What follows belongs to an exercise in optimizing a design on an open flow for small area; a production flow would make more cautious choices. RTL that was checked went through simulation tests only; none was proved equivalent to the original. Only the layout flow was run in runs 1 to 4; the RTL was not checked for function there. Power is estimated from default activity; no workload was simulated.

--- flow/config.mk ---
export PLATFORM = sky130hd
export DESIGN_NAME = tsb_report_engine
export DESIGN_NICKNAME = tsb_report_engine
export VERILOG_FILES = /design/flow/design.v
export SDC_FILE = /design/flow/constraint.sdc
export NUM_CORES = 4
export LEC_CHECK = 0
export ABC_AREA = 1
export CAP_MARGIN = 20
export CORE_MARGIN = 2
export CORE_UTILIZATION = 40
export CTS_BUF_LIST = sky130_fd_sc_hd__clkbuf_16
export CTS_CLUSTER_DIAMETER = 80
export CTS_CLUSTER_SIZE = 35
export SLEW_MARGIN = 20
--- flow/constraint.sdc ---
create_clock -name core_clock -period 10.0 [get_ports {clk}]
set_input_delay 2.0000 -clock core_clock [delete_from_list [all_inputs] [get_ports {clk}]]
set_output_delay 2.0000 -clock core_clock [all_outputs]
set_load 0.01 [all_outputs]
--- flow/design.v ---
module tsb_report_engine (
    input  wire       clk,
    input  wire       rst_n,        
    input  wire       fin_valid,
    output wire       fin_ready,
    input  wire [7:0] fin_data,
    input  wire       fin_req,      
    input  wire       fin_err,      
    output wire       out_valid,
    input  wire       out_ready,
    output wire [7:0] out_data,
    output wire       out_last
);
    reg  [159:0] ring;          
    reg  [19:0]  sring;         
    reg  [4:0]   pos;           
    reg  [7:0]   buf_q;         
    reg          full;          
    reg          sending;       
    reg          in_body;       
    reg  [5:0]   seq;
    reg  [4:0]   tip;
    reg  [2:0]   touch_num;
    reg  [2:0]   rec_left;      
    reg  [2:0]   dropped;
    reg  [1:0]   outcome;
    reg          rep;           
    reg          scan_pend;     
    reg          scan_act;      
    reg          scan_clr;      
    reg          carry;
    wire [2:0] grp = seq[5:3];
    wire [2:0] ob  = seq[2:0];
    wire [7:0] head   = ring[159:152];
    wire       at0    = (pos == 5'd0);
    wire       at19   = (pos == 5'd19);
    wire sbit  = sring[19] && !scan_clr;
    wire kbit  = scan_act && (pos[4:3] == 2'd0) && (pos[2:0] != 3'd1) && (pos[2:0] != 3'd7);
    wire cin   = carry && !at0;
    wire ssum  = sbit ^ kbit ^ cin;
    wire scout = (sbit & kbit) | (sbit & cin) | (kbit & cin);
    wire [7:0] scan_byte = {sring[0], sring[1], sring[2], sring[3],
                            sring[4], sring[5], sring[6], sring[7]};
    wire hdr     = (grp == 3'd7);
    wire [4:0] target = hdr ? {ob[0], !ob[0], 3'd0} : {grp, ob[1:0]};
    wire match   = (pos == target);
    wire cid_ok  = ~&grp;
    wire is_last = rep ? (seq == 6'o43) : (seq == 6'o76);
    assign fin_ready = !sending && !full && (in_body || !scan_pend);
    assign out_valid = sending && full;
    assign out_data  = buf_q;
    assign out_last  = is_last;
    wire fin_hs  = fin_valid && fin_ready;
    wire out_hs  = out_valid && out_ready;
    wire wr      = in_body && full && match;
    wire need_ring = !ob[2] && !(hdr && ob[1]);
    wire ld        = sending && !full && (!need_ring || (match && !scan_pend));
    reg  [7:0] pkt_byte;
    always @(*) begin
        if (hdr) begin
            case (ob)
            3'd6:    pkt_byte = {2'b00, dropped, rep, outcome};
            3'd7:    pkt_byte = 8'd1;
            3'd2:    pkt_byte = {5'd0, touch_num};
            default: pkt_byte = scan_byte;
            endcase
        end else begin
            case (ob)
            3'd6:    pkt_byte = {5'd0, grp};
            3'd7:    pkt_byte = {7'd0, tip[grp]};
            default: pkt_byte = tip[grp] ? head : 8'd0;
            endcase
        end
    end
    wire [3:0] hdr_count = fin_data[3:0];
    wire       hdr_ok    = !fin_err && fin_data[7] && (hdr_count <= 4'd5);
    wire       hdr_cor   = !fin_err && fin_data[7] && (hdr_count > 4'd5);
    wire [2:0] hdr_tn    = hdr_ok ? hdr_count[2:0] : 3'd0;
    always @(posedge clk) begin
        ring  <= {ring[151:0], wr ? buf_q : head};
        sring <= {sring[18:0], ssum};
        carry <= scout;
    end
    always @(posedge clk) begin
        if (!rst_n)
            pos <= 5'd0;
        else if (at19)
            pos <= 5'd0;
        else
            pos <= pos + 5'd1;
    end
    always @(posedge clk) begin
        if (!rst_n) begin
            sending   <= 1'b0;
            in_body   <= 1'b0;
            full      <= 1'b0;
            scan_pend <= 1'b0;
            scan_act  <= 1'b0;
            scan_clr  <= 1'b1;
        end else begin
            if (at19) begin
                scan_act  <= scan_pend;
                scan_pend <= 1'b0;
                scan_clr  <= 1'b0;
            end
            if (fin_hs && !in_body) begin
                scan_pend <= 1'b1;
                outcome   <= fin_err ? 2'd3 : !fin_data[7] ? 2'd1 :
                             hdr_cor ? 2'd2 : 2'd0;
                rep       <= fin_req && !hdr_cor;
                touch_num <= hdr_tn;
                rec_left  <= hdr_tn;
                dropped   <= 3'd0;
                tip       <= 5'd0;
                if (hdr_tn == 3'd0) begin
                    sending <= 1'b1;
                    seq     <= 6'o76;
                end else begin
                    in_body <= 1'b1;
                    seq[2:0] <= 3'd7;
                end
            end else if (fin_hs) begin
                if (ob == 3'd7) begin
                    if (fin_data[3:0] < 4'd5) begin
                        seq[5:3] <= fin_data[2:0];
                        tip[fin_data[2:0]] <= 1'b1;
                    end else begin
                        seq[5:3] <= 3'd7;
                        if (rep)
                            dropped <= dropped + 3'd1;
                    end
                    seq[2:0] <= 3'd0;
                end else if (!ob[2] && cid_ok) begin
                    buf_q <= fin_data;
                    full  <= 1'b1;
                end else begin
                    seq[2:0] <= ob + 3'd1;
                    if (ob == 3'd6) begin
                        rec_left <= rec_left - 3'd1;
                        if (rec_left == 3'd1) begin
                            in_body <= 1'b0;
                            sending <= 1'b1;
                            seq     <= 6'o76;
                        end
                    end
                end
            end
            if (wr) begin
                full     <= 1'b0;
                seq[2:0] <= ob + 3'd1;
            end
            if (ld) begin
                buf_q <= pkt_byte;
                full  <= 1'b1;
            end
            if (out_hs) begin
                full <= 1'b0;
                if (is_last)
                    sending <= 1'b0;
                else if (ob == 3'd3 || (hdr && ob == 3'd2))
                    seq <= {grp + 3'd1, 3'd6};
                else
                    seq[2:0] <= ob + 3'd1;
            end
        end
    end
endmodule
--- flow/run.sh ---
#!/bin/bash
# synth_recipe.tcl (not shown) runs the flow's synth.tcl, then flattens the netlist and writes it again
# the make line also repeats each setting of config.mk as NAME=value (left out here)
make -C /OpenROAD-flow-scripts/flow DESIGN_CONFIG=/design/flow/config.mk WORK_HOME=/design/flow/orfs CLKGATE_MAP_FILE= SYNTH_SCRIPT=/design/flow/synth_recipe.tcl finish
==> impl_metrics.tcl, run 1 <==
set metrics [dict create \
    drt_iter0_markers 265 \
    syn_to_final_growth_pct 14.0 \
    p_sw_frac 0.264 \
    synthesis.area_um2 6620 \
    gp_congestion 0.905 \
    placed_cells 836 \
    fin_nets 662 \
    outcome "no timing/DRC/antenna violations" \
    p_comb_frac 0.102 \
    power_leakage_nw 3.19 \
    path_class "flip-flop to output port" \
    ctsRootBufferMaster "clkbuf_16" \
    drc 0 \
    drive_above_1_share 0.0568 \
    clkPwrFrac 0.340 \
    cts.sinks 223 \
    ant_nets 0 \
    setup_viol 0 \
    synth_seq_cells 223 \
    clk_latency_ns 0.48 \
    yosys_warnings 1 \
    clock_path_buffers 3 \
    path_max_fanout 9 \
    crit_path_end_kind "output port" \
    die-area_um2 17600 \
    path_buf_inv 1 \
    io_pins 25 \
    gr-total-overflow 0 \
    critPathSlowestCell "clkdlybuf4s50_1" \
    cts_setup_buffers 0 \
    holdPathStages 0 \
    dp_hpwl_mm 8.16 \
    hold_path_class "flip-flop to flip-flop" \
    ctsHoldBuffers 0 \
    switchingPower_mw 0.447 \
    slew_violations 0 \
    grt_pass1_vias 3771 \
    ys_types 36 \
    syn_inst 598 \
    timing.rr.end "buf_q[1]$_DFFE_PP_" \
    final.setup.tns_ns 0 \
    fillers 1510 \
    cts_tree "built" \
    intPower_mw 1.25 \
    worst_pin_slew_ns 0.643 \
    syn_nets 630 \
    cp_top_family "buffers and inverters" \
    crit_chain "nor2_1 -> nand4_1 -> a21oi_1 -> clkdlybuf4s50_1" \
    die_x_um 133 \
    multi_input_area_um2 1550 \
    grt_pass1_wl_mm 19.4 \
    hold_start "ring[98]$_DFF_P_" \
    power_density_nw_per_um2 225 \
    num_antenna_cells 0 \
    reg2reg_setup_slack_ns 6.55 \
    finalHoldViolCount 0 \
    syn_area_per_cell_um2 11.1 \
    cp.required_ns 8.00 \
    drv_cap 0 \
    r2r_cells 12 \
    grt_usage 0.137 \
    drtPass1Iterations 5 \
    slowest_delay_ns 0.58 \
    r2r-start "seq[3]$_DFFE_PP_" \
    fp-row-count 47 \
    power_mw 1.69 \
    cts_max_level 1 \
    seqPwrFrac 0.558 \
    grt_start_max_net_pins 36 \
    max_freq_mhz 236 \
    final_util 0.461 \
    fin_crit_sh 0.423 \
    peakVddDrop_mv 0.135 \
    drt-total-wl_mm 11.8 \
    die_h_um 133 \
    rsz0062_at_grt "no" \
    cts_buffers 12 \
    fin_cells 854 \
    cp-start-kind "flip-flop" \
    core_um2 16300 \
    register_area_um2 4770 \
    num_vias 3920 \
    cts_resized 0 \
    clkSlewWorstSetupHoldPaths_ns 0.11 \
    antenna_found_initial 0 \
    synth_seq_area_share 0.722 \
    initial_utilization 0.405 \
    io_buffers 24 \
    arrival_ns 2.23 \
    viasPerCell 4.59 \
    worst_slew_margin_rel 0.571 \
    fin_crit_ns 4.23 \
    hold_path_end "ring[106]$_DFF_P_" \
    clock_skew_ns 0.0267 \
    post_drt_wl_per_cell_um 13.9 \
]
## synthesized netlist by cell type, drive strengths merged
cell,count,share of area
buf,3,0.0042
a21oi,23,0.019
nand3,42,0.033
xor2,2,0.0026
o22ai,1,0.00095
clkbuf,3,0.0019
nor3,3,0.0023
nand3b,1,0.0011
o2bb2ai,1,0.0013
o211ai,1,0.0011
nand4,10,0.0095
o21a,2,0.0023
o21bai,1,0.0011
clkinv,1,0.00057
xnor2,1,0.0013
nand2,121,0.072
nor2,44,0.027
inv,67,0.038
o21ai,27,0.020
nor4,1,0.00095
ha,17,0.032
edfxtp,31,0.14
dfxtp,192,0.58
a211oi,1,0.0011
fa,1,0.0030
a32oi,1,0.0013
## metal layers
layer,vias up,routed length [um],track usage
met4,0,284,0.0436
met3,19,588,0.0257
met1,1827,5740,0.192
li1,1974,-,-
met2,100,5220,0.214
met5,-,0,0
## flip-flops by register name (all words and copies together) (netlist names), 2 cells and up
signal / cells
ring: 160
pos: 5
seq: 6
tip: 5
touch_num: 3
buf_q: 8
dropped: 3
rec_left: 3
outcome: 2
sring: 20
## worst max path at each step
stage | from | endpoint | slack (ns) | depth (start not counted)
3_3_place_gp | fin_data[0] | seq[0]$_DFFE_PP_ | 5.87 | 15
2_1_floorplan | fin_data[1] | seq[3]$_DFFE_PP_ | 6.67 | 13
3_5_place_dp | fin_data[0] | seq[0]$_DFFE_PP_ | 5.74 | 15
6_report | seq[3]$_DFFE_PP_ | out_last | 5.77 | 4
4_1_cts | seq[3]$_DFFE_PP_ | out_last | 5.76 | 4
5_1_grt | seq[3]$_DFFE_PP_ | out_last | 5.65 | 4
## logic make-up after synthesis
family | after synthesis | share of synthesized area
compound gates | 58 | 0.0482
xor+xnor | 3 | 0.00397
fa+ha+maj | 18 | 0.0352
buf+inv | 74 | 0.0446
flops | 223 | 0.722
simple gates | 222 | 0.146
## metrics by stage
step	hold WS (ns)	worst slack [ns]	cell area (um^2)
after detailed placement	0.312	5.74	7090
after global placement	0.311	5.87	7090
after CTS	0.332	5.76	7540
after floorplan	0.310	6.67	6620
after global routing	0.339	5.65	7540
final	0.328	5.77	7540
## layout make-up
class,instances,area share
multi-input cells,301,0.205
clock inverters,5,0.0168
clock buffers,13,0.0431
flip-flops and latches,223,0.633
inverters,68,0.0338
well taps,220,0.0365
repair buffers,24,0.0318
## cell usage in the layout (no fill, tap or decap), drive strengths merged, types with 2 or more instances in the layout
cell type      instances
a21oi                 23
nand2                121
o21a                   2
nor3                   3
xor2                   2
o21ai                 27
ha                    17
nand3                 42
dfxtp                192
clkinv                 5
nand4                 10
nor2                  44
inv                   68
edfxtp                31
clkbuf                13
clkdlybuf4s50         24
## power by group through the flow
stage | combinational [mW] | clock, mW | sequential, mW
2_1_floorplan | 0.121 | 0 | 0.961
3_3_place_gp | 0.168 | 0 | 0.966
3_5_place_dp | 0.170 | 0 | 0.966
4_1_cts | 0.171 | 0.593 | 0.946
5_1_grt | 0.194 | 0.630 | 0.949
6_report | 0.172 | 0.576 | 0.946
## worst reg2reg max path, cell delays in order, from the launching register on
cell      delay [ns]
edfxtp_1        0.58
ha_1            0.21
ha_1            0.53
inv_2           0.30
nand2_1         0.21
nand2_1         0.07
nand2_1         0.05
nand2_1         0.05
nor2_2          0.18
nand3_2         0.11
nand2_4         0.11
nand2_4         0.14
a21oi_2         0.54
==> run 2: changes to the inputs <==
--- a/flow/config.mk
+++ b/flow/config.mk
@@ -9,7 +9,7 @@
 export CAP_MARGIN = 20
 export CORE_MARGIN = 2
 export CORE_UTILIZATION = 40
-export CTS_BUF_LIST = sky130_fd_sc_hd__clkbuf_16
-export CTS_CLUSTER_DIAMETER = 80
-export CTS_CLUSTER_SIZE = 35
+export CTS_BUF_LIST = sky130_fd_sc_hd__clkbuf_8
+export CTS_CLUSTER_DIAMETER = 60
+export CTS_CLUSTER_SIZE = 20
 export SLEW_MARGIN = 20
==> impl_metrics.tcl, run 2 <==
set metrics [dict create \
    outcome "no timing/DRC/antenna violations" \
    die_x_um 133 \
    hold_path_class "flip-flop to flip-flop" \
    max_freq_mhz 236 \
    p_sw_frac 0.265 \
    post_drt_wl_per_cell_um 13.9 \
    path_depth 4 \
    clk_latency_ns 0.50 \
    drt-total-wl_mm 11.9 \
    arrival_ns 2.24 \
    crit_chain "nor2_1 -> nand4_1 -> a21oi_1 -> clkdlybuf4s50_1" \
    grt_usage 0.138 \
    dr_wl_met3_um 576 \
    clkPwrFrac 0.294 \
    power_density_nw_per_um2 214 \
    yosys_warnings 1 \
    grt_pass1_vias 3843 \
    ys_types 36 \
    placed_cells 836 \
    largest_reg_flops 160 \
    initial_utilization 0.405 \
    gp_congestion 0.905 \
    timing.rr.end "buf_q[0]$_DFFE_PP_" \
    max_flop_register "ring" \
    synthesis.area_um2 6620 \
    critPathSlowestCell "clkdlybuf4s50_1" \
    synth_top_area_cell "dfxtp_1" \
    switchingPower_mw 0.420 \
    slowest_delay_ns 0.58 \
    clock_path_buffers 3 \
    holdPathStages 0 \
    num_vias 3968 \
    grt_start_max_net_pins 22 \
    intPower_mw 1.16 \
    ctsRootBufferMaster "clkbuf_8" \
    worst_slew_margin_rel 0.572 \
    dr.max_layer_used "met4" \
    met1_length_mm 5.70 \
    cts_resized 0 \
    synth-edff-count 31 \
    drv_cap 0 \
    drt_iter0_markers 282 \
    cp.required_ns 8.00 \
    crit_path_end_kind "output port" \
    ys_dominant_reg_cell "dfxtp_1" \
    drive_above_1_share 0.0641 \
    syn_area_per_cell_um2 11.1 \
    worst_pin_slew_ns 0.640 \
    yosys.area.top_type_share 0.581 \
    syn_inst 598 \
    hold_start "sring[12]$_DFF_P_" \
    ctsHoldBuffers 0 \
    drc 0 \
    die_h_um 133 \
    fin_nets 667 \
    cp_top_family "buffers and inverters" \
    syn_nets 630 \
    slew_violations 0 \
    ys_top_cells_by_area "dfxtp_1, edfxtp_1, nand2_1" \
    power_leakage_nw 3.15 \
    fin_crit_ns 4.24 \
    r2r-start "seq[3]$_DFFE_PP_" \
    design_area_um2 7410 \
    cp-start-kind "flip-flop" \
    dp_hpwl_mm 8.16 \
    viasPerCell 4.61 \
    die-area_um2 17600 \
    power_mw 1.58 \
    cts_buffers 17 \
    cts_setup_buffers 0 \
    grt_pass1_wl_mm 19.5 \
    clkSlewWorstSetupHoldPaths_ns 0.11 \
    io_buffers 24 \
    final.setup.tns_ns 0 \
    reg_top3 "ring x160, sring x20, buf_q x8" \
    syn_to_final_growth_pct 12.0 \
    num_antenna_cells 0 \
    ant_nets 0 \
    fin_ws_ns 5.76 \
    finalHoldViolCount 0 \
    synthTopCellsByCount "dfxtp_1, nand2_1, inv_1" \
    setup_viol 0 \
    path_class "flip-flop to output port" \
    r2r_cells 12 \
    synth_seq_cells 223 \
    fp-row-count 47 \
    core_um2 16300 \
    io_pins 25 \
    p_comb_frac 0.109 \
    dp_slack_ns 5.74 \
    clock_skew_ns 0.0220 \
    cts_max_level 1 \
    seqPwrFrac 0.597 \
    hold_path_end "sring[13]$_DFF_P_" \
    cts.sinks 223 \
    cts_tree "built" \
    rsz0062_at_grt "no" \
    path_buf_inv 1 \
    reg2reg_setup_slack_ns 6.56 \
    drtPass1Iterations 5 \
    peakVddDrop_mv 0.105 \
    yosysMostFrequentCell "dfxtp_1" \
    gr-total-overflow 0 \
    synth_seq_area_share 0.722 \
    fin_cells 860 \
    final_common_cell "dfxtp_1" \
    wl_met2_mm 5.16 \
    path_max_fanout 9 \
    antenna_found_initial 0 \
    synth-async-reset-ratio 0 \
    fin_crit_sh 0.424 \
    mostFrequentLayoutCells "dfxtp_1, nand2_1, inv_1" \
    place_area_um2 7090 \
]
-- run 2: cell count changes in the layout (fill, tap and decap cells not counted) --
cell / previous run / this run
clkbuf_8: 0 / 18
clkbuf_16: 13 / 0
clkinv_16: 3 / 0
inv_6: 0 / 2
clkinv_8: 1 / 2
inv_1: 62 / 63
inv_12: 0 / 1
inv_16: 1 / 0
-- run 2: how the worst max path moves through the flow --
| stage | start | end | slack [ns] |
|---|---|---|---|
| 6_report | seq[3]$_DFFE_PP_ | out_last | 5.76 |
| 5_1_grt | seq[3]$_DFFE_PP_ | out_last | 5.64 |
| 4_1_cts | seq[3]$_DFFE_PP_ | out_last | 5.74 |
| 3_5_place_dp | fin_data[0] | seq[0]$_DFFE_PP_ | 5.74 |
| 3_3_place_gp | fin_data[0] | seq[0]$_DFFE_PP_ | 5.87 |
| 2_1_floorplan | fin_data[1] | seq[3]$_DFFE_PP_ | 6.67 |
-- run 2: layer usage --
metal / up-vias / global-route usage
met4: 0 / 0.0621
li1: 1988 / -
met5: - / 0
met2: 119 / 0.211
met3: 37 / 0.0230
met1: 1824 / 0.192
-- run 2: cell type report --
type                            count  area, um^2
Inverter                           68         255
Sequential cell                   223        4770
Fill cell                        1533        8940
Multi-Input combinational cell    301        1550
Timing Repair Buffer               24         240
Clock buffer                       18         248
Clock inverter                      6        70.1
Tap cell                          220         275
-- run 2: through the flow --
stage / hold WS, ns / utilization
5_1_grt: 0.327 / 0.453
2_1_floorplan: 0.310 / -
3_5_place_dp: 0.312 / 0.434
4_1_cts: 0.329 / 0.453
3_3_place_gp: 0.311 / 0.434
6_report: 0.330 / 0.453
-- run 2: power by group through the flow --
stage / Sequential (mW) / Combinational, mW / Clock [mW]
2_1_floorplan: 0.961 / 0.121 / 0
3_3_place_gp: 0.966 / 0.168 / 0
3_5_place_dp: 0.966 / 0.170 / 0
4_1_cts: 0.946 / 0.171 / 0.482
5_1_grt: 0.949 / 0.194 / 0.517
6_report: 0.946 / 0.173 / 0.465
-- run 2: cells by family after synthesis --
| logic type | synth area share |
|---|---|
| AND/OR/NAND/NOR | 0.146 |
| adder cells (fa/ha/maj) | 0.0352 |
| XOR/XNOR | 0.00397 |
| AO/OA/AOI/OAI | 0.0482 |
| buffers and inverters | 0.0446 |
| flip-flops | 0.722 |
-- run 2: worst reg2reg max path, delay by kind of cell (launching register included) --
| family | cells | cell delay [ns] |
|---|---|---|
| AO/OA/AOI/OAI | 1 | 0.54 |
| buffers and inverters | 1 | 0.30 |
| adder cells (fa/ha/maj) | 2 | 0.74 |
| AND/OR/NAND/NOR | 8 | 0.92 |
| flip-flops | 1 | 0.57 |
==> run 3: changes to the inputs <==
--- a/flow/config.mk
+++ b/flow/config.mk
@@ -9,7 +9,7 @@
 export CAP_MARGIN = 20
 export CORE_MARGIN = 2
 export CORE_UTILIZATION = 40
-export CTS_BUF_LIST = sky130_fd_sc_hd__clkbuf_8
+export CTS_BUF_LIST = sky130_fd_sc_hd__clkbuf_8 sky130_fd_sc_hd__clkbuf_4
 export CTS_CLUSTER_DIAMETER = 60
-export CTS_CLUSTER_SIZE = 20
+export CTS_CLUSTER_SIZE = 22
 export SLEW_MARGIN = 20
==> impl_metrics.tcl, run 3 <==
set metrics [dict create \
    outcome "no timing/DRC/antenna violations" \
    fin_cells 861 \
    ys_top_cells_by_area "dfxtp_1, edfxtp_1, nand2_1" \
    gr-total-overflow 0 \
    viasPerCell 4.59 \
    syn_to_final_growth_pct 12.4 \
    fin_nets 667 \
    fin_ws_ns 5.74 \
    dp_slack_ns 5.74 \
    cts_max_level 1 \
    clock_skew_ns 0.0327 \
    placed_cells 836 \
    final.setup.tns_ns 0 \
    cp-start-kind "flip-flop" \
    num_vias 3954 \
    ant_nets 0 \
    clkSlewWorstSetupHoldPaths_ns 0.11 \
    cts_buffers 17 \
    syn_inst 598 \
    worst_slew_margin_rel 0.586 \
    post_drt_wl_per_cell_um 13.8 \
    fin_crit_ns 4.26 \
    p_comb_frac 0.107 \
    setup_viol 0 \
    hold_start "sring[10]$_DFF_P_" \
    cts_tree "built" \
    ctsHoldBuffers 0 \
    max_freq_mhz 235 \
    seqPwrFrac 0.586 \
    dp_hpwl_mm 8.16 \
    core_um2 16300 \
    synth-edff-count 31 \
    antenna_found_initial 0 \
    io_pins 25 \
    reg_top3 "ring x160, sring x20, buf_q x8" \
    cts.sinks 223 \
    synthesis.area_um2 6620 \
    cts_resized 0 \
    num_antenna_cells 0 \
    intPower_mw 1.17 \
    cts_setup_buffers 0 \
    yosys_warnings 1 \
    synth-async-reset-ratio 0 \
    max_flop_register "ring" \
    grt_pass1_wl_mm 19.4 \
    grt_start_max_net_pins 24 \
    largest_reg_flops 160 \
    finalHoldViolCount 0 \
    drtPass1Iterations 5 \
    hold_path_class "flip-flop to flip-flop" \
    die_h_um 133 \
    power_leakage_nw 3.15 \
    ys_dominant_reg_cell "dfxtp_1" \
    reg2reg_setup_slack_ns 6.52 \
    crit_path_end_kind "output port" \
    mostFrequentLayoutCells "dfxtp_1, nand2_1, inv_1" \
    synthTopCellsByCount "dfxtp_1, nand2_1, inv_1" \
    yosysMostFrequentCell "dfxtp_1" \
    power_mw 1.61 \
    worst_pin_slew_ns 0.618 \
    gp_congestion 0.905 \
    ys_types 36 \
    drv_cap 0 \
    grt_usage 0.137 \
    synth_seq_cells 223 \
    critPathLaunch "seq[3]$_DFFE_PP_" \
    design_area_um2 7440 \
    final_common_cell "dfxtp_1" \
    synth_seq_area_share 0.722 \
    p_sw_frac 0.274 \
    drt_iter0_markers 313 \
    path_max_fanout 9 \
    syn_area_per_cell_um2 11.1 \
    arrival_ns 2.26 \
    fin_crit_sh 0.426 \
    die-area_um2 17600 \
    initial_utilization 0.405 \
    drc 0 \
    place_area_um2 7090 \
    synth_top_area_cell "dfxtp_1" \
    grt_pass1_vias 3864 \
    clkPwrFrac 0.307 \
    cp.required_ns 8.00 \
    rsz0062_at_grt "no" \
    r2r-start "seq[3]$_DFFE_PP_" \
    die_x_um 133 \
    clock_path_buffers 3 \
    power_density_nw_per_um2 217 \
    peakVddDrop_mv 0.109 \
    syn_nets 630 \
    switchingPower_mw 0.443 \
    ctsRootBufferMaster "clkbuf_8" \
    drt-total-wl_mm 11.9 \
    drive_above_1_share 0.0671 \
    path_class "flip-flop to output port" \
    io_buffers 24 \
    fp-row-count 47 \
    slew_violations 0 \
    yosys.area.top_type_share 0.581 \
    clk_latency_ns 0.51 \
]
[run 3: cell counts after synthesis]
Identical to the previous run, type by type.
[run 3: final timing paths]
check                       endpoint  depth (start not counted)
setup / recovery            out_last                          4
hold reg to reg    sring[11]$_DFF_P_                          0
setup reg to reg  buf_q[0]$_DFFE_PP_                         12
hold / removal     sring[11]$_DFF_P_                          0
[run 3: worst max-delay path, stage by stage, from the launching register on]
cell and delay [ns]:
edfxtp_1 0.57, nor2_1 0.26, nand4_1 0.11, a21oi_1 0.24, clkdlybuf4s50_1 0.58
[run 3: cell families (layout without fill, tap and decap cells)]
kind of cell,count (synthesis),count (layout),share of synthesized area
buffers and inverters,74,117,0.0446
adders and majority gates,18,18,0.0352
DFF,223,223,0.722
AOI/OAI and AO/OA,58,58,0.0482
and+or+nand+nor,222,222,0.146
xor gates and xnor gates,3,3,0.00397
[run 3: stage by stage]
stage               utilization  hold slack [ns]
floorplan                     -            0.310
global placement          0.434            0.311
detailed placement        0.434            0.312
CTS                       0.455            0.327
global route              0.455            0.327
finish                    0.455            0.329
[run 3: metal layers]
layer	vias to the layer above	global-route usage	wire, um
met5	-	0	0
met4	0	0.0621	437
met1	1818	0.190	5680
met2	122	0.211	5190
met3	29	0.0249	577
li1	1985	-	-
[run 3: layout make-up]
cell class                      count  area, um^2
Clock buffer                       18         241
Inverter                           68         255
Timing Repair Buffer               24         240
Sequential cell                   223        4770
Tap cell                          220         275
Multi-Input combinational cell    301        1550
Fill cell                        1532        8910
Clock inverter                      7         103
[run 3: power groups by stage]
stage                     logic (mW)  registers [mW]  clock network (mW)
after global placement         0.168           0.966                   0
after global routing           0.194           0.949               0.547
after CTS                      0.171           0.946               0.515
final                          0.173           0.946               0.496
after detailed placement       0.170           0.966                   0
after floorplan                0.121           0.961                   0
==> run 4: changes to the inputs <==
--- a/flow/design.v
+++ b/flow/design.v
@@ -17,7 +17,6 @@
     reg  [7:0]   buf_q;         
     reg          full;          
     reg          sending;       
-    reg          in_body;       
     reg  [5:0]   seq;
     reg  [4:0]   tip;
     reg  [2:0]   touch_num;
@@ -42,26 +41,27 @@
     wire [7:0] scan_byte = {sring[0], sring[1], sring[2], sring[3],
                             sring[4], sring[5], sring[6], sring[7]};
     wire hdr     = (grp == 3'd7);
-    wire [4:0] target = hdr ? {ob[0], !ob[0], 3'd0} : {grp, ob[1:0]};
+    wire in_body = !sending && (grp != 3'd6);
+    wire [4:0] target = hdr ? {ob[1:0], 3'd0} : {grp, ob[1:0]};
     wire match   = (pos == target);
     wire cid_ok  = ~&grp;
-    wire is_last = rep ? (seq == 6'o43) : (seq == 6'o76);
-    assign fin_ready = !sending && !full && (in_body || !scan_pend);
+    wire is_last = rep ? (seq == 6'o43) : (seq == 6'o77);
+    assign fin_ready = !sending && !full;
     assign out_valid = sending && full;
     assign out_data  = buf_q;
     assign out_last  = is_last;
     wire fin_hs  = fin_valid && fin_ready;
     wire out_hs  = out_valid && out_ready;
     wire wr      = in_body && full && match;
-    wire need_ring = !ob[2] && !(hdr && ob[1]);
-    wire ld        = sending && !full && (!need_ring || (match && !scan_pend));
+    wire need_ring = hdr ? (ob[1] ^ ob[0]) : !ob[2];
+    wire ld        = sending && !full && !scan_pend && (!need_ring || match);
     reg  [7:0] pkt_byte;
     always @(*) begin
         if (hdr) begin
             case (ob)
-            3'd6:    pkt_byte = {2'b00, dropped, rep, outcome};
-            3'd7:    pkt_byte = 8'd1;
-            3'd2:    pkt_byte = {5'd0, touch_num};
+            3'd7:    pkt_byte = {2'b00, dropped, rep, outcome};
+            3'd0:    pkt_byte = 8'd1;
+            3'd3:    pkt_byte = {5'd0, touch_num};
             default: pkt_byte = scan_byte;
             endcase
         end else begin
@@ -92,7 +92,7 @@
     always @(posedge clk) begin
         if (!rst_n) begin
             sending   <= 1'b0;
-            in_body   <= 1'b0;
+            seq[5:3]  <= 3'd6;
             full      <= 1'b0;
             scan_pend <= 1'b0;
             scan_act  <= 1'b0;
@@ -114,10 +114,9 @@
                 tip       <= 5'd0;
                 if (hdr_tn == 3'd0) begin
                     sending <= 1'b1;
-                    seq     <= 6'o76;
+                    seq     <= 6'o77;
                 end else begin
-                    in_body <= 1'b1;
-                    seq[2:0] <= 3'd7;
+                    seq     <= 6'o77;
                 end
             end else if (fin_hs) begin
                 if (ob == 3'd7) begin
@@ -138,9 +137,8 @@
                     if (ob == 3'd6) begin
                         rec_left <= rec_left - 3'd1;
                         if (rec_left == 3'd1) begin
-                            in_body <= 1'b0;
                             sending <= 1'b1;
-                            seq     <= 6'o76;
+                            seq     <= 6'o77;
                         end
                     end
                 end
@@ -155,9 +153,11 @@
             end
             if (out_hs) begin
                 full <= 1'b0;
-                if (is_last)
-                    sending <= 1'b0;
-                else if (ob == 3'd3 || (hdr && ob == 3'd2))
+                if (is_last) begin
+                    sending  <= 1'b0;
+                    seq[5:3] <= 3'd6;
+                end
+                else if (ob == 3'd3)
                     seq <= {grp + 3'd1, 3'd6};
                 else
                     seq[2:0] <= ob + 3'd1;
==> flow/flow/run.sh (new file) <==
#!/bin/bash
# Standard ORFS layout with two changes: a small buffer on each port, and a
# clock tree of clkbuf_8 leaf buffers for clusters of up to 20 registers,
# without dummy loads.
set -euo pipefail
bash standard.sh \
  "BUFFER_PORTS_ARGS=-buffer_cell sky130_fd_sc_hd__buf_1" \
  "CTS_ARGS=-sink_clustering_enable -repair_clock_nets -sink_clustering_size 20 -sink_clustering_max_diameter 60 -buf_list sky130_fd_sc_hd__clkbuf_8 -dont_use_dummy_load" \
  finish > flow_make.log 2>&1
==> flow/standard.sh (new file) <==
#!/bin/bash
# synth_recipe.tcl (not shown) runs the flow's synth.tcl, then flattens the netlist and writes it again
# the make line also repeats each setting of config.mk as NAME=value (left out here)
make -C /OpenROAD-flow-scripts/flow DESIGN_CONFIG=/design/flow/config.mk WORK_HOME=/design/flow/orfs CLKGATE_MAP_FILE= SYNTH_SCRIPT=/design/flow/synth_recipe.tcl "${@:-finish}"
--- a/flow/config.mk
+++ b/flow/config.mk
@@ -9,7 +9,4 @@
 export CAP_MARGIN = 20
 export CORE_MARGIN = 2
 export CORE_UTILIZATION = 40
-export CTS_BUF_LIST = sky130_fd_sc_hd__clkbuf_8 sky130_fd_sc_hd__clkbuf_4
-export CTS_CLUSTER_DIAMETER = 60
-export CTS_CLUSTER_SIZE = 22
 export SLEW_MARGIN = 20
removed: flow/run.sh
==> impl_metrics.tcl, run 4 <==
set metrics [dict create \
    outcome "no timing/DRC/antenna violations" \
    largest_reg_flops 160 \
    die-area_um2 17600 \
    final.setup.tns_ns 0 \
    ys_types 34 \
    syn_nets 625 \
    grt_usage 0.138 \
    path_buf_inv 2 \
    fin_crit_sh 0.367 \
    cp.required_ns 8.00 \
    num_antenna_cells 0 \
    grt_start_max_net_pins 21 \
    ctsRootBufferMaster "clkbuf_8" \
    worst_slew_margin_rel 0.478 \
    dp_slack_ns 6.28 \
    synth-async-reset-ratio 0 \
    synth-edff-count 28 \
    crit_path_end_kind "output port" \
    fp-row-count 47 \
    io_buffers 24 \
    synth_top_area_cell "dfxtp_1" \
    timing.rr.end "buf_q[0]$_DFFE_PP_" \
    critPathSlowestCell "edfxtp_1" \
    path_max_fanout 6 \
    seqPwrFrac 0.629 \
    intPower_mw 1.12 \
    switchingPower_mw 0.363 \
    power_density_nw_per_um2 207 \
    reg_top3 "ring x160, sring x20, buf_q x8" \
    reg2reg_setup_slack_ns 6.60 \
    core_um2 16300 \
    worst_pin_slew_ns 0.783 \
    hold_path_end "sring[10]$_DFF_P_" \
    power_leakage_nw 3.09 \
    r2r-start "seq[4]$_SDFF_PN1_" \
    grt_pass1_wl_mm 19.5 \
    drc 0 \
    synthTopCellsByCount "dfxtp_1, nand2_1, inv_1" \
    mostFrequentLayoutCells "dfxtp_1, nand2_1, inv_1" \
    slowest_delay_ns 0.47 \
    setup_viol 0 \
    ctsHoldBuffers 0 \
    register_area_um2 4720 \
    grt_pass1_vias 3804 \
    hold_start "sring[9]$_DFF_P_" \
    gr-total-overflow 0 \
    drtPass1Iterations 5 \
    fillers 1613 \
    place_area_um2 6930 \
    multi_input_area_um2 1620 \
    cts_setup_buffers 0 \
    yosysMostFrequentCell "dfxtp_1" \
    cts_max_level 1 \
    ys_top_cells_by_area "dfxtp_1, edfxtp_1, nand2_1" \
    num_vias 3813 \
    rsz0062_at_grt "no" \
    syn_to_final_growth_pct 8.59 \
    yosys_warnings 1 \
    yosys.area.top_type_share 0.587 \
    hold_path_class "flip-flop to flip-flop" \
    drive_above_1_share 0.0671 \
    syn_inst 591 \
    antenna_found_initial 0 \
    fin_ws_ns 6.33 \
    clock_skew_ns 0.0933 \
    drt_iter0_markers 201 \
    io_pins 25 \
    hold_ws_ns 0.271 \
    cts_resized 0 \
    gp_congestion 0.880 \
    fin_nets 662 \
    p_comb_frac 0.090 \
    drv_cap 0 \
    clkSlewWorstSetupHoldPaths_ns 0.11 \
    synthesis.area_um2 6610 \
    synth_seq_cells 222 \
    arrival_ns 1.67 \
    final_common_cell "dfxtp_1" \
    clock_path_buffers 3 \
    cts_tree "built" \
    syn_area_per_cell_um2 11.2 \
    p_sw_frac 0.245 \
    design_area_um2 7180 \
    crit_chain "ha_1 -> nand4_2 -> inv_1 -> buf_1" \
    peakVddDrop_mv 0.100 \
    viasPerCell 4.51 \
    ys_dominant_reg_cell "dfxtp_1" \
    die_h_um 133 \
    clk_latency_ns 0.53 \
    ant_nets 0 \
    die_x_um 133 \
    cp_top_family "flip-flops" \
    synth_seq_area_share 0.714 \
    holdPathStages 0 \
    slew_violations 0 \
    clkPwrFrac 0.282 \
    drt-total-wl_mm 12.0 \
    max_freq_mhz 272 \
    cts_buffers 18 \
    fin_crit_ns 3.67 \
    path_class "flip-flop to output port" \
    cts.sinks 222 \
    r2r_cells 12 \
    post_drt_wl_per_cell_um 14.2 \
    initial_utilization 0.404 \
    finalHoldViolCount 0 \
    cp-start-kind "flip-flop" \
    dp_hpwl_mm 8.31 \
    max_flop_register "ring" \
]
[run 4: cell types whose count changed in the layout (fill, tap and decap cells not counted), moves of 7 or more]
cell	change
nor2_1	-7
nand2_1	+9
clkdlybuf4s50_1	-24
inv_1	-7
buf_1	+24
nand3_1	-8
[run 4: worst max-delay path by stage]
stage / cells after the start / from / end / slack [ns]
after global placement: 3 / rst_n / buf_q[4]$_DFFE_PP_ / 6.33
after CTS: 4 / seq[0]$_DFFE_PP_ / out_last / 6.31
after global routing: 6 / seq[3]$_SDFF_PN0_ / out_last / 6.20
after floorplan: 4 / fin_valid / buf_q[0]$_DFFE_PP_ / 6.80
final: 4 / seq[0]$_DFFE_PP_ / out_last / 6.33
after detailed placement: 3 / rst_n / buf_q[6]$_DFFE_PP_ / 6.28
[run 4: cell families after synthesis]
group                    Yosys count  share of synthesized area
adder cells (fa/ha/maj)           20                     0.0390
AND/OR/NAND/NOR                  223                      0.153
XOR/XNOR                           3                    0.00397
buffers and inverters             66                     0.0403
flip-flops                       222                      0.714
AO/OA/AOI/OAI                     57                     0.0498
[run 4: metal layers]
layer	track usage	routed length (um)	up-vias
met5	0	0	-
met4	0.0609	391	0
met3	0.0230	464	30
met2	0.216	5220	78
met1	0.190	5910	1753
li1	-	-	1952
[run 4: stage by stage]
stage          instances  power, mW   util
3_5_place_dp         828       1.08  0.424
4_1_cts              846       1.50  0.439
3_3_place_gp         828       1.08  0.424
5_1_grt              846       1.55  0.439
2_1_floorplan        591       1.05      -
6_report             846       1.49  0.439
[run 4: final cells by class]
| class | instances | area share |
|---|---|---|
| inverter | 59 | 0.0308 |
| timing repair buffer | 24 | 0.0125 |
| multi-input combinational | 303 | 0.226 |
| sequential | 222 | 0.658 |
| tap | 220 | 0.0383 |
| clock buffer | 18 | 0.0345 |
[run 4: power groups by stage]
stage / Sequential [mW] / Clock, mW / Combinational [mW]
after floorplan: 0.949 / 0 / 0.0984
after global routing: 0.935 / 0.465 / 0.149
final: 0.933 / 0.419 / 0.133
after CTS: 0.933 / 0.434 / 0.132
after detailed placement: 0.954 / 0 / 0.131
after global placement: 0.953 / 0 / 0.129
==> run 5: changes to the inputs <==
--- a/flow/design.v
+++ b/flow/design.v
@@ -52,9 +52,9 @@
     assign out_last  = is_last;
     wire fin_hs  = fin_valid && fin_ready;
     wire out_hs  = out_valid && out_ready;
-    wire wr      = in_body && full && match;
+    wire wr      = in_body && full && match && !scan_pend;
     wire need_ring = hdr ? (ob[1] ^ ob[0]) : !ob[2];
-    wire ld        = sending && !full && !scan_pend && (!need_ring || match);
+    wire ld        = sending && !full && !scan_pend && !scan_act && (!need_ring || match);
     reg  [7:0] pkt_byte;
     always @(*) begin
         if (hdr) begin
@@ -68,7 +68,7 @@
             case (ob)
             3'd6:    pkt_byte = {5'd0, grp};
             3'd7:    pkt_byte = {7'd0, tip[grp]};
-            default: pkt_byte = tip[grp] ? head : 8'd0;
+            default: pkt_byte = head;
             endcase
         end
     end
@@ -77,7 +77,7 @@
     wire       hdr_cor   = !fin_err && fin_data[7] && (hdr_count > 4'd5);
     wire [2:0] hdr_tn    = hdr_ok ? hdr_count[2:0] : 3'd0;
     always @(posedge clk) begin
-        ring  <= {ring[151:0], wr ? buf_q : head};
+        ring  <= {ring[151:0], wr ? buf_q : scan_act ? 8'd0 : head};
         sring <= {sring[18:0], ssum};
         carry <= scout;
     end
--- a/flow/config.mk
+++ b/flow/config.mk
@@ -8,5 +8,5 @@
 export ABC_AREA = 1
 export CAP_MARGIN = 20
 export CORE_MARGIN = 2
-export CORE_UTILIZATION = 40
+export CORE_UTILIZATION = 60
 export SLEW_MARGIN = 20
==> impl_metrics.tcl, run 5 <==
set metrics [dict create \
    cp-start-kind "flip-flop" \
    drtPass1Iterations 6 \
    dp_hpwl_mm 7.77 \
    hold_path_class "flip-flop to flip-flop" \
    clock_skew_ns 0.0497 \
    crit_chain "inv_1 -> o22ai_1 -> nand3_1 -> inv_1 -> buf_1" \
    fin_crit_ns 3.81 \
    antenna_found_initial 0 \
    power_leakage_nw 2.99 \
    cts.sinks 222 \
    grt_pass1_wl_mm 17.9 \
    hold_ws_ns 0.309 \
    syn_nets 613 \
    ctsHoldBuffers 0 \
    drt_iter0_markers 216 \
    clk_latency_ns 0.48 \
    syn_area_per_cell_um2 11.4 \
    slowest_delay_ns 0.58 \
    synth_top_family_by_area "simple AND/OR/NAND/NOR gates" \
    synthesis.area_um2 6590 \
    yosys.area.top_type_share 0.589 \
    yosysMostFrequentCell "dfxtp_1" \
    ys_dominant_reg_cell "dfxtp_1" \
    clkSlewWorstSetupHoldPaths_ns 0.11 \
    ys_types 39 \
    die_x_um 109 \
    ant_nets 0 \
    critPathSlowestCell "dfxtp_1" \
    drc 0 \
    initial_utilization 0.611 \
    synthTopCellsByCount "dfxtp_1, nand2_1, inv_1" \
    viasPerCell 5.01 \
    synth.mux.area_fraction 0 \
    io_buffers 24 \
    io_pins 25 \
    syn_inst 579 \
    mostFrequentLayoutCells "dfxtp_1, nand2_1, inv_1" \
    drv_cap 0 \
    fin_crit_sh 0.381 \
    synthXorXnorAreaFrac 0.00399 \
    cp_top_family "flip-flops" \
    synth_seq_cells 222 \
    die-area_um2 11800 \
    path_class "flip-flop to output port" \
    peakVddDrop_mv 0.181 \
    gr-total-overflow 0 \
    synth-async-reset-ratio 0 \
    synth_compound_area_frac 0.0706 \
    drt-total-wl_mm 11.2 \
    synth_seq_area_share 0.717 \
    cts_max_level 1 \
    drive_above_1_share 0.0687 \
    synth_top_area_cell "dfxtp_1" \
    power_density_nw_per_um2 210 \
    cp.required_ns 8.00 \
    core_um2 10800 \
    cp_common_cell "inv_1" \
    finalHoldViolCount 0 \
    path_buf_inv 3 \
    worst_slew_margin_rel 0.528 \
    max_freq_mhz 262 \
    reg_top3 "ring x160, sring x20, buf_q x8" \
    path_max_fanout 11 \
    grt_pass1_vias 3646 \
    setup_viol 0 \
    max_flop_register "ring" \
    yosys.area_share.simple 0.123 \
    hold_start "sring[8]$_DFF_P_" \
    cts_tree "built" \
    crit_path_end_kind "output port" \
    grt_usage 0.196 \
    post_drt_wl_per_cell_um 14.9 \
    r2r-start "seq[3]$_SDFF_PN0_" \
    syn_to_final_growth_pct 6.49 \
    cts_buffers 16 \
    num_vias 3759 \
    arrival_ns 1.81 \
    synth-edff-count 28 \
    gp_congestion 0.930 \
    grt_start_max_net_pins 21 \
    ctsRootBufferMaster "clkbuf_8" \
    die_h_um 109 \
    cts_resized 0 \
    slew_violations 0 \
    worst_pin_slew_ns 0.708 \
    yosys.area_share.adder 0.0391 \
    final.setup.tns_ns 0 \
    yosys_warnings 1 \
    fp-row-count 38 \
    cts_setup_buffers 0 \
    num_antenna_cells 0 \
    ys_top_cells_by_area "dfxtp_1, edfxtp_1, nand2_1" \
    clock_path_buffers 3 \
    fin_nets 647 \
    largest_reg_flops 160 \
    rsz0062_at_grt "no" \
    outcome "no timing/DRC/antenna violations" \
    critPathLaunch "seq[3]$_SDFF_PN0_" \
    final_common_cell "dfxtp_1" \
]
[run 5: area by class of cell]
type | count | area [um^2]
clock buffer | 16 | 220
timing repair buffer | 24 | 90.1
sequential | 222 | 4720
multi-input combinational | 283 | 1560
tap | 140 | 175
inverter | 66 | 248
fill | 869 | 3770
[run 5: kinds of logic after synthesis]
family | count (synthesis)
xor gates and xnor gates | 3
buffers and inverters | 74
DFF | 222
and+or+nand+nor | 183
AOI/OAI and AO/OA | 77
adders and majority gates | 20
[run 5: worst register-to-register path: cells and delay by family, from the launching register on]
kind,cells,cell delay (ns)
flops,1,0.58
compound gates,2,0.56
buf+inv,1,0.33
fa+ha+maj,2,0.84
simple gates,5,0.56
[run 5: routing by layer]
layer / up-vias / global-route usage / routed length (um)
met4: 0 / 0.0678 / 280
met1: 1725 / 0.273 / 5500
met3: 24 / 0.0383 / 533
met2: 94 / 0.307 / 4860
li1: 1916 / - / -
met5: - / 0 / 0
[run 5: where the power goes]
group          internal, mW  switching [mW]  total (mW)
Sequential            0.922          0.0156       0.938
Clock                 0.145           0.237       0.382
Combinational        0.0483           0.108       0.156
Total                  1.12           0.361        1.48
[run 5: final timing paths]
path	depth (start not counted)	to	slack, ns
setup reg to reg	10	buf_q[0]$_DFFE_PP_	6.81
setup / recovery	5	out_last	6.19
hold / removal	0	sring[9]$_DFF_P_	0.31
hold reg to reg	0	sring[9]$_DFF_P_	0.31
[run 5: through the flow]
stage / instance area, um^2 / power [mW] / util / worst slack [ns] / cells
after CTS: 7020 / 1.49 / 0.650 / 6.17 / 751
after global routing: 7020 / 1.54 / 0.650 / 5.99 / 751
final: 7020 / 1.48 / 0.650 / 6.19 / 751
after global placement: 6800 / 1.11 / 0.630 / 6.45 / 735
after detailed placement: 6800 / 1.11 / 0.630 / 6.34 / 735
after floorplan: 6590 / 1.07 / - / 6.91 / 579
==> run 6: changes to the inputs <==
==> flow/flow/run.sh (replaced) <==
#!/bin/bash
# Standard ORFS layout (standard.sh) with these changes:
#   - synthesis: flow/synth.tcl, the standard synthesis with a stronger
#     area-oriented ABC script (flow/abc_area.script);
#   - a buf_1 on each port instead of clkdlybuf4s50_1;
#   - a clock tree of clkbuf_8 leaf buffers for clusters of up to 20
#     registers, without dummy loads.
# The make output goes to flow_make.log; ORFS's per-step logs stay under orfs/logs.
set -euo pipefail
work=$(pwd)
bash standard.sh \
  "OWN_WORK=$work" \
  "OWN_ABC_SCRIPT=$work/flow/abc_area.script" \
  "SYNTH_SCRIPT=$work/flow/synth.tcl" \
  "BUFFER_PORTS_ARGS=-buffer_cell sky130_fd_sc_hd__buf_1" \
  "CTS_ARGS=-sink_clustering_enable -repair_clock_nets -sink_clustering_size 20 -sink_clustering_max_diameter 60 -buf_list sky130_fd_sc_hd__clkbuf_8 -dont_use_dummy_load" \
  finish > flow_make.log 2>&1
==> flow/flow/abc_area.script (new file) <==
strash
dc2
&get -n
&deepsyn -T 60
&put
strash
&get -n
&dch -f
&nf -R 1000
&put
==> flow/flow/synth.tcl (new file) <==
# The standard synthesis (synth_recipe.tcl, sourced unchanged) with two
# changes to its combinational mapping only:
#   - ABC runs flow/abc_area.script instead of ORFS's abc_area.script;
#   - adders are left to ABC instead of being extracted into ha/fa cells.
# Flip-flop mapping, flattening and renaming are the standard ones, so the
# registers keep the standard synthesis's names and cell types.
proc extract_fa {args} { }
proc abc {args} {
  set i [lsearch -exact $args -script]
  if { $i >= 0 } {
    set args [lreplace $args $i [expr {$i + 1}] -script $::env(OWN_ABC_SCRIPT)]
  }
  yosys abc {*}$args
}
source $::env(OWN_WORK)/synth_recipe.tcl
==> impl_metrics.tcl, run 6 <==
set metrics [dict create \
    post_drt_wl_per_cell_um 15.7 \
    synthesis.area_um2 5930 \
    gp_congestion 0.914 \
    die_x_um 103 \
    drv_cap 0 \
    die_h_um 103 \
    grt_pass1_wl_mm 15.1 \
    synth-edff-count 28 \
    finalHoldViolCount 0 \
    yosys.area_share.simple 0.0856 \
    syn_inst 438 \
    drtPass1Iterations 5 \
    fin_crit_ns 4.20 \
    clk_latency_ns 0.48 \
    syn_to_final_growth_pct 8.31 \
    slew_violations 0 \
    final_common_cell "dfxtp_1" \
    path_class "flip-flop to output port" \
    placed_cells 597 \
    drt-total-wl_mm 9.58 \
    initial_utilization 0.613 \
    yosysMostFrequentCell "dfxtp_1" \
    path_max_fanout 11 \
    synth_seq_cells 222 \
    clkSlewWorstSetupHoldPaths_ns 0.11 \
    hold_ws_ns 0.325 \
    largest_reg_flops 160 \
    power_mw 1.41 \
    drt_iter0_markers 185 \
    fin_ws_ns 5.80 \
    yosys_warnings 1 \
    power_density_nw_per_um2 220 \
    cts.sinks 222 \
    cts_buffers 15 \
    dp_hpwl_mm 6.48 \
    hold_start "sring[6]$_DFF_P_" \
    worst_slew_margin_rel 0.485 \
    core_um2 9680 \
    max_flop_register "ring" \
    outcome "no timing/DRC/antenna violations" \
    ctsRootBufferMaster "clkbuf_8" \
    hold_path_end "sring[7]$_DFF_P_" \
    final_util 0.664 \
    dr_wl_met3_um 476 \
    die-area_um2 10700 \
    worst_pin_slew_ns 0.772 \
    rsz0062_at_grt "no" \
    ys_dominant_reg_cell "dfxtp_1" \
    yosys.area.top_type_share 0.655 \
    max_freq_mhz 238 \
    synth.mux.area_fraction 0.00169 \
    cts_tree "built" \
    fp-row-count 36 \
    fin_nets 495 \
    fin_crit_sh 0.420 \
    ys_top_cells_by_area "dfxtp_1, edfxtp_1, nand2_1" \
    dp_slack_ns 6.26 \
    wl_met2_mm 4.11 \
    arrival_ns 2.20 \
    timing.rr.end "buf_q[5]$_DFFE_PP_" \
    place_area_um2 6220 \
    met1_length_mm 4.80 \
    crit_path_end_kind "output port" \
    yosys.area_share.adder 0.00169 \
    synthTopCellsByCount "dfxtp_1, nand2_1, nor2_1" \
    synth_compound_area_frac 0.0879 \
    design_area_um2 6430 \
    r2r_cells 9 \
    grt_start_max_net_pins 21 \
    power_leakage_nw 2.39 \
    io_buffers 24 \
    num_antenna_cells 0 \
    ant_nets 0 \
    synth_top_family_by_area "compound AO/OA/AOI/OAI gates" \
    cts_setup_buffers 0 \
    hold_path_class "flip-flop to flip-flop" \
    drive_above_1_share 0.0376 \
    antenna_found_initial 0 \
    final.setup.tns_ns 0 \
    synth_top_area_cell "dfxtp_1" \
    grt_usage 0.183 \
    syn_area_per_cell_um2 13.5 \
    gr-total-overflow 0 \
    reg2reg_setup_slack_ns 6.96 \
    synth-async-reset-ratio 0 \
    synth_seq_area_share 0.796 \
    fin_cells 612 \
    r2r-start "seq[4]$_SDFF_PN1_" \
    synthXorXnorAreaFrac 0.0192 \
    cts_max_level 1 \
    dr.max_layer_used "met4" \
    reg_top3 "ring x160, sring x20, buf_q x8" \
    drc 0 \
    grt_pass1_vias 3019 \
    mostFrequentLayoutCells "dfxtp_1, nand2_1, nor2_1" \
    viasPerCell 5.28 \
    clock_path_buffers 3 \
    ys_types 43 \
    holdPathStages 0 \
    clock_skew_ns 0.0384 \
    ctsHoldBuffers 0 \
    cp.required_ns 8.00 \
    cts_resized 0 \
    peakVddDrop_mv 0.179 \
    syn_nets 452 \
    setup_viol 0 \
    io_pins 25 \
    num_vias 3233 \
    cp-start-kind "flip-flop" \
]
-- run 6: logic make-up after synthesis --
| group | Yosys count |
|---|---|
| and+or+nand+nor | 110 |
| adders and majority gates | 1 |
| xor gates and xnor gates | 13 |
| DFF | 222 |
| muxes | 1 |
| AOI/OAI and AO/OA | 79 |
| buffers and inverters | 12 |
-- run 6: worst max-delay path by stage --
stage	cells past startpoint	to	start	slack, ns
6_report	3	out_last	seq[4]$_SDFF_PN1_	5.80
4_1_cts	3	out_last	seq[4]$_SDFF_PN1_	5.82
2_1_floorplan	4	tip[0]$_SDFFCE_PP0P_	fin_valid	6.34
5_1_grt	3	out_last	seq[4]$_SDFF_PN1_	5.60
3_3_place_gp	3	tip[1]$_SDFFCE_PP0P_	rst_n	6.35
3_5_place_dp	3	tip[1]$_SDFFCE_PP0P_	rst_n	6.26
-- run 6: routing by layer --
layer / global-route usage / vias to the layer above
met1: 0.273 / 1540
met2: 0.275 / 82
li1: - / 1597
met3: 0.0349 / 14
met4: 0.0526 / 0
met5: 0 / -
-- run 6: worst max-delay path, cell delays in order (launching register included) --
cell	delay, ns
dfxtp_1	0.58
nand3_1	0.36
o31ai_1	0.59
buf_1	0.20
-- run 6: power by group --
| part | switching, mW | leakage, nW | internal (mW) |
|---|---|---|---|
| Clock | 0.236 | 0.108 | 0.136 |
| Sequential | 0.0208 | 1.82 | 0.923 |
| Combinational | 0.0604 | 0.461 | 0.0343 |
-- run 6: layout make-up --
class	instances	area (um^2)
Fill cell	733	3260
Timing Repair Buffer	26	105
Multi-Input combinational cell	204	1180
Clock buffer	15	206
Tap cell	133	166
Inverter	12	45.0
Sequential cell	222	4720
==> run 7: changes to the inputs <==
--- a/flow/design.v
+++ b/flow/design.v
@@ -19,7 +19,6 @@
     reg          sending;       
     reg  [5:0]   seq;
     reg  [4:0]   tip;
-    reg  [2:0]   touch_num;
     reg  [2:0]   rec_left;      
     reg  [2:0]   dropped;
     reg  [1:0]   outcome;
@@ -36,24 +35,27 @@
     wire sbit  = sring[19] && !scan_clr;
     wire kbit  = scan_act && (pos[4:3] == 2'd0) && (pos[2:0] != 3'd1) && (pos[2:0] != 3'd7);
     wire cin   = carry && !at0;
-    wire ssum  = sbit ^ kbit ^ cin;
+    wire tn_slot = scan_act && pos[4];
+    wire tn_bit  = !pos[1] ? rec_left[{1'b0, pos[0]}] : (!pos[0] && rec_left[2]);
+    wire ssum  = tn_slot ? tn_bit : (sbit ^ kbit ^ cin);
     wire scout = (sbit & kbit) | (sbit & cin) | (kbit & cin);
     wire [7:0] scan_byte = {sring[0], sring[1], sring[2], sring[3],
                             sring[4], sring[5], sring[6], sring[7]};
     wire hdr     = (grp == 3'd7);
     wire in_body = !sending && (grp != 3'd6);
-    wire [4:0] target = hdr ? {ob[1:0], 3'd0} : {grp, ob[1:0]};
+    wire [4:0] target = hdr ? {ob[1] & !ob[0], !ob[1] & ob[0], ob[1] & ob[0], 2'd0}
+                            : {grp, ob[1:0]};
     wire match   = (pos == target);
     wire cid_ok  = ~&grp;
     wire is_last = rep ? (seq == 6'o43) : (seq == 6'o77);
-    assign fin_ready = !sending && !full;
+    assign fin_ready = !sending && !full && (!in_body || !(scan_pend || scan_act));
     assign out_valid = sending && full;
     assign out_data  = buf_q;
     assign out_last  = is_last;
     wire fin_hs  = fin_valid && fin_ready;
     wire out_hs  = out_valid && out_ready;
     wire wr      = in_body && full && match && !scan_pend;
-    wire need_ring = hdr ? (ob[1] ^ ob[0]) : !ob[2];
+    wire need_ring = hdr ? (ob[1] | ob[0]) : !ob[2];
     wire ld        = sending && !full && !scan_pend && !scan_act && (!need_ring || match);
     reg  [7:0] pkt_byte;
     always @(*) begin
@@ -61,7 +63,7 @@
             case (ob)
             3'd7:    pkt_byte = {2'b00, dropped, rep, outcome};
             3'd0:    pkt_byte = 8'd1;
-            3'd3:    pkt_byte = {5'd0, touch_num};
+            3'd3:    pkt_byte = {4'd0, scan_byte[3:0]};
             default: pkt_byte = scan_byte;
             endcase
         end else begin
@@ -108,7 +110,6 @@
                 outcome   <= fin_err ? 2'd3 : !fin_data[7] ? 2'd1 :
                              hdr_cor ? 2'd2 : 2'd0;
                 rep       <= fin_req && !hdr_cor;
-                touch_num <= hdr_tn;
                 rec_left  <= hdr_tn;
                 dropped   <= 3'd0;
                 tip       <= 5'd0;
@@ -122,7 +123,6 @@
                 if (ob == 3'd7) begin
                     if (fin_data[3:0] < 4'd5) begin
                         seq[5:3] <= fin_data[2:0];
-                        tip[fin_data[2:0]] <= 1'b1;
                     end else begin
                         seq[5:3] <= 3'd7;
                         if (rep)
@@ -144,6 +144,7 @@
                 end
             end
             if (wr) begin
+                tip[grp] <= 1'b1;
                 full     <= 1'b0;
                 seq[2:0] <= ob + 3'd1;
             end
==> flow/flow/abc_area.script (replaced) <==
strash
dc2
&get -n
&deepsyn -T 60
&put
strash
&get -n
&dch -f
&nf -R 1000
&put
strash
&get -n
&dch -f
&nf -R 1000
&put
==> impl_metrics.tcl, run 7 <==
set metrics [dict create \
    outcome "no timing/DRC/antenna violations" \
    hold_ws_ns 0.305 \
    place_area_um2 6100 \
    cp_top_family "simple AND/OR/NAND/NOR gates" \
    power_mw 1.50 \
    die-area_um2 10500 \
    synthTopCellsByCount "dfxtp_1, nor2_1, nand2_1" \
    syn_to_final_growth_pct 8.46 \
    register_area_um2 4630 \
    mostFrequentLayoutCells "dfxtp_1, nor2_1, nand2_1" \
    drive_above_1_share 0.0422 \
    synth-edff-count 25 \
    ys_top_cells_by_area "dfxtp_1, edfxtp_1, nor2_1" \
    cts_resized 0 \
    crit_path_end_kind "output port" \
    cts_buffers 16 \
    io_pins 25 \
    cts_tree "built" \
    fin_cells 603 \
    grt_start_max_net_pins 21 \
    drtPass1Iterations 5 \
    max_freq_mhz 242 \
    cp.required_ns 8.00 \
    yosysMostFrequentCell "dfxtp_1" \
    synth_top_area_cell "dfxtp_1" \
    cts_setup_buffers 0 \
    clock_path_buffers 3 \
    final.setup.tns_ns 0 \
    clock_skew_ns 0.0408 \
    fp-row-count 35 \
    die_h_um 103 \
    fin_crit_sh 0.414 \
    finalHoldViolCount 0 \
    yosys.area.top_type_share 0.667 \
    synth-async-reset-ratio 0 \
    final_common_cell "dfxtp_1" \
    arrival_ns 2.14 \
    power_leakage_nw 2.37 \
    path_max_fanout 12 \
    worst_slew_margin_rel 0.516 \
    drv_cap 0 \
    initial_utilization 0.625 \
    ant_nets 0 \
    gp_congestion 0.942 \
    fin_crit_ns 4.14 \
    drt_iter0_markers 199 \
    synth_seq_area_share 0.796 \
    grt_usage 0.196 \
    reg_top3 "ring x160, sring x20, buf_q x8" \
    path_buf_inv 1 \
    design_area_um2 6320 \
    peakVddDrop_mv 0.153 \
    slowest_delay_ns 0.54 \
    antenna_found_initial 0 \
    fin_ws_ns 5.86 \
    multi_input_area_um2 1150 \
    power_density_nw_per_um2 237 \
    gr-total-overflow 0 \
    ys_dominant_reg_cell "dfxtp_1" \
    clk_latency_ns 0.48 \
    final_util 0.677 \
    rsz0062_at_grt "no" \
    crit_chain "and3_1 -> nand2_1 -> o21ai_0 -> buf_1" \
    syn_inst 432 \
    ctsHoldBuffers 0 \
    largest_reg_flops 160 \
    synthesis.area_um2 5830 \
    fillers 669 \
    cts_max_level 1 \
    viasPerCell 5.30 \
    drc 0 \
    path_class "flip-flop to output port" \
    dp_slack_ns 6.17 \
    grt_pass1_vias 3041 \
    post_drt_wl_per_cell_um 16.5 \
    core_um2 9330 \
    num_vias 3196 \
    syn_area_per_cell_um2 13.5 \
    io_buffers 24 \
    fin_nets 490 \
    hold_path_class "flip-flop to flip-flop" \
    clkSlewWorstSetupHoldPaths_ns 0.10 \
    worst_pin_slew_ns 0.707 \
    grt_pass1_wl_mm 15.7 \
    num_antenna_cells 0 \
    synth_seq_cells 219 \
    max_flop_register "ring" \
    critPathSlowestCell "dfxtp_1" \
    setup_viol 0 \
    drt-total-wl_mm 9.95 \
    slew_violations 0 \
    syn_nets 446 \
    ctsRootBufferMaster "clkbuf_8" \
    dp_hpwl_mm 6.76 \
    placed_cells 587 \
    cts.sinks 219 \
    yosys_warnings 1 \
    die_x_um 103 \
    cp-start-kind "flip-flop" \
    ys_types 37 \
]
run 7: cell count changes in the layout (fill, tap and decap cells not counted), moves of 4 or more:
cell	before	now
nor2_1	30	37
a21oi_1	18	13
a22oi_1	2	8
o31ai_1	5	1
nand3_1	14	8
run 7: final cells by class:
type                    instances  area share
well taps                     129      0.0255
clock buffers                  16      0.0349
flip-flops and latches        219       0.733
multi-input cells             201       0.182
inverters                      12     0.00713
repair buffers                 26      0.0166
run 7: worst reg2reg max path, delay by kind of cell (launching register included):
family,cells,cell delay (ns)
and+or+nand+nor,3,1.39
AOI/OAI and AO/OA,5,1.37
DFF,1,0.54
buffers and inverters,1,0.14
xor gates and xnor gates,1,0.09
run 7: worst paths after layout:
kind | end | slack (ns) | depth (start not counted) | start
worst max register to register | buf_q[1]$_DFFE_PP_ | 6.12 | 10 | seq[3]$_SDFF_PN0_
worst min register to register | ring[9]$_DFF_P_ | 0.30 | 0 | ring[1]$_DFF_P_
worst min-delay path | ring[9]$_DFF_P_ | 0.30 | 0 | ring[1]$_DFF_P_
worst max-delay path | out_last | 5.86 | 4 | seq[3]$_SDFF_PN0_
run 7: per-layer routing:
| metal | up-vias | track usage | wire length [um] |
|---|---|---|---|
| met5 | - | 0 | 0 |
| met4 | 0 | 0.0646 | 246 |
| met3 | 19 | 0.0346 | 627 |
| met2 | 97 | 0.298 | 4370 |
| met1 | 1499 | 0.287 | 4710 |
| li1 | 1581 | - | - |
run 7: where the power goes:
group	switching (mW)	internal (mW)
clock	0.238	0.145
combinational	0.102	0.0555
sequential	0.0329	0.923
run 7: cell families after synthesis:
| family | after synthesis | synth area share |
|---|---|---|
| fa+ha+maj | 1 | 0.00172 |
| xor+xnor | 9 | 0.0135 |
| flops | 219 | 0.796 |
| mux | 1 | 0.00387 |
| buf+inv | 12 | 0.00773 |
| simple gates | 110 | 0.0831 |
| compound gates | 80 | 0.0945 |
==> run 8: changes to the inputs <==
--- a/flow/flow/run.sh
+++ b/flow/flow/run.sh
@@ -13,5 +13,5 @@
   "OWN_ABC_SCRIPT=$work/flow/abc_area.script" \
   "SYNTH_SCRIPT=$work/flow/synth.tcl" \
   "BUFFER_PORTS_ARGS=-buffer_cell sky130_fd_sc_hd__buf_1" \
-  "CTS_ARGS=-sink_clustering_enable -repair_clock_nets -sink_clustering_size 20 -sink_clustering_max_diameter 60 -buf_list sky130_fd_sc_hd__clkbuf_8 -dont_use_dummy_load" \
+  "CTS_ARGS=-sink_clustering_enable -repair_clock_nets -sink_clustering_size 10 -sink_clustering_max_diameter 40 -buf_list sky130_fd_sc_hd__clkbuf_4 -dont_use_dummy_load" \
   finish > flow_make.log 2>&1
==> impl_metrics.tcl, run 8 <==
set metrics [dict create \
    drt-total-wl_mm 9.97 \
    final.setup.tns_ns 0 \
    seqPwrFrac 0.646 \
    path_max_fanout 12 \
    timing.rr.end "buf_q[0]$_DFFE_PP_" \
    ant_nets 0 \
    largest_reg_flops 160 \
    yosys_warnings 1 \
    fin_crit_sh 0.423 \
    syn_inst 432 \
    yosys.area.top_type_share 0.667 \
    synth-edff-count 25 \
    synthesis.area_um2 5830 \
    p_comb_frac 0.107 \
    finalHoldViolCount 0 \
    place_area_um2 6100 \
    slowest_delay_ns 0.54 \
    power_leakage_nw 2.38 \
    gr-total-overflow 0 \
    ys_dominant_reg_cell "dfxtp_1" \
    switchingPower_mw 0.377 \
    critPathSlowestCell "dfxtp_1" \
    drive_above_1_share 0.0639 \
    die-area_um2 10500 \
    synthTopCellsByCount "dfxtp_1, nor2_1, nand2_1" \
    grt_start_max_net_pins 20 \
    max_flop_register "ring" \
    ctsRootBufferMaster "clkbuf_4" \
    max_freq_mhz 237 \
    drv_cap 0 \
    reg2reg_setup_slack_ns 6.10 \
    ctsHoldBuffers 0 \
    fin_nets 501 \
    ys_types 37 \
    p_sw_frac 0.255 \
    synth_top_area_cell "dfxtp_1" \
    mostFrequentLayoutCells "dfxtp_1, nor2_1, nand2_1" \
    cts_buffers 27 \
    synth_seq_cells 219 \
    syn_to_final_growth_pct 8.16 \
    ys_top_cells_by_area "dfxtp_1, edfxtp_1, nor2_1" \
    clkPwrFrac 0.247 \
    peakVddDrop_mv 0.133 \
    num_antenna_cells 0 \
    clock_skew_ns 0.0789 \
    yosysMostFrequentCell "dfxtp_1" \
    die_h_um 103 \
    reg_top3 "ring x160, sring x20, buf_q x8" \
    fin_crit_ns 4.23 \
    synth_seq_area_share 0.796 \
    outcome "no timing/DRC/antenna violations" \
    cts_max_level 1 \
    setup_viol 0 \
    clock_path_buffers 3 \
    dp_hpwl_mm 6.76 \
    r2r_cells 10 \
    rsz0062_at_grt "no" \
    num_vias 3229 \
    core_um2 9330 \
    synth-async-reset-ratio 0 \
    clk_latency_ns 0.61 \
    drtPass1Iterations 5 \
    io_pins 25 \
    drt_iter0_markers 235 \
    path_class "flip-flop to output port" \
    worst_pin_slew_ns 0.725 \
    cp-start-kind "flip-flop" \
    antenna_found_initial 0 \
    clkSlewWorstSetupHoldPaths_ns 0.09 \
    io_buffers 24 \
    grt_pass1_vias 3142 \
]
run 8: cell counts after synthesis:
No cell type changed its count.
run 8: how the worst max path moves through the flow:
stage	endpoint	slack [ns]	from
2_1_floorplan	seq[1]$_DFFE_PP_	6.28	seq[3]$_SDFF_PN0_
3_3_place_gp	buf_q[6]$_DFFE_PP_	6.27	seq[5]$_SDFF_PN1_
3_5_place_dp	buf_q[5]$_DFFE_PP_	6.17	seq[5]$_SDFF_PN1_
4_1_cts	out_last	5.72	seq[5]$_SDFF_PN1_
5_1_grt	out_last	5.56	seq[3]$_SDFF_PN0_
6_report	out_last	5.77	seq[5]$_SDFF_PN1_
run 8: cells by family after synthesis:
family | count (synthesis) | share of synthesized area
AO/OA/AOI/OAI | 80 | 0.0945
XOR/XNOR | 9 | 0.0135
adder cells (fa/ha/maj) | 1 | 0.00172
buffers and inverters | 12 | 0.00773
flip-flops | 219 | 0.796
multiplexers | 1 | 0.00387
AND/OR/NAND/NOR | 110 | 0.0831
run 8: layer usage:
metal / track usage / routed length [um] / share of wire / vias to the layer above
met2: 0.305 / 4360 / 0.44 / 110
met4: 0.0595 / 189 / 0.019 / 0
met3: 0.0441 / 676 / 0.068 / 17
li1: - / - / - / 1618
met1: 0.289 / 4740 / 0.48 / 1484
met5: 0 / 0 / 0 / -
run 8: final cells by class:
cell class              instances  area [um^2]
inverters                      12         45.0
fillers                       682         3030
clock buffers                  27          203
multi-input cells             201         1150
repair buffers                 26          105
well taps                     129          161
flip-flops and latches        219         4630
run 8: power groups by stage:
stage                     Sequential (mW)  Combinational [mW]  Clock [mW]
final                               0.955               0.158       0.366
after CTS                           0.954               0.158       0.383
after global placement              0.975               0.158           0
after global routing                0.960               0.178       0.414
after floorplan                     0.964               0.111           0
after detailed placement            0.975               0.156           0
run 8: worst max-delay path, delay by kind of cell (launching register included):
| kind | cells | cell delay, ns |
|---|---|---|
| compound gates | 1 | 0.37 |
| buf+inv | 1 | 0.20 |
| flops | 1 | 0.54 |
| simple gates | 2 | 0.58 |
run 8: through the flow:
step / cells / utilization / total power, mW / hold slack [ns] / setup WS, ns
after floorplan: 432 / - / 1.08 / 0.310 / 6.28
after global placement: 587 / 0.654 / 1.13 / 0.312 / 6.27
after detailed placement: 587 / 0.654 / 1.13 / 0.312 / 6.17
after CTS: 614 / 0.676 / 1.50 / 0.268 / 5.72
after global routing: 614 / 0.676 / 1.55 / 0.282 / 5.56
final: 614 / 0.676 / 1.48 / 0.288 / 5.77
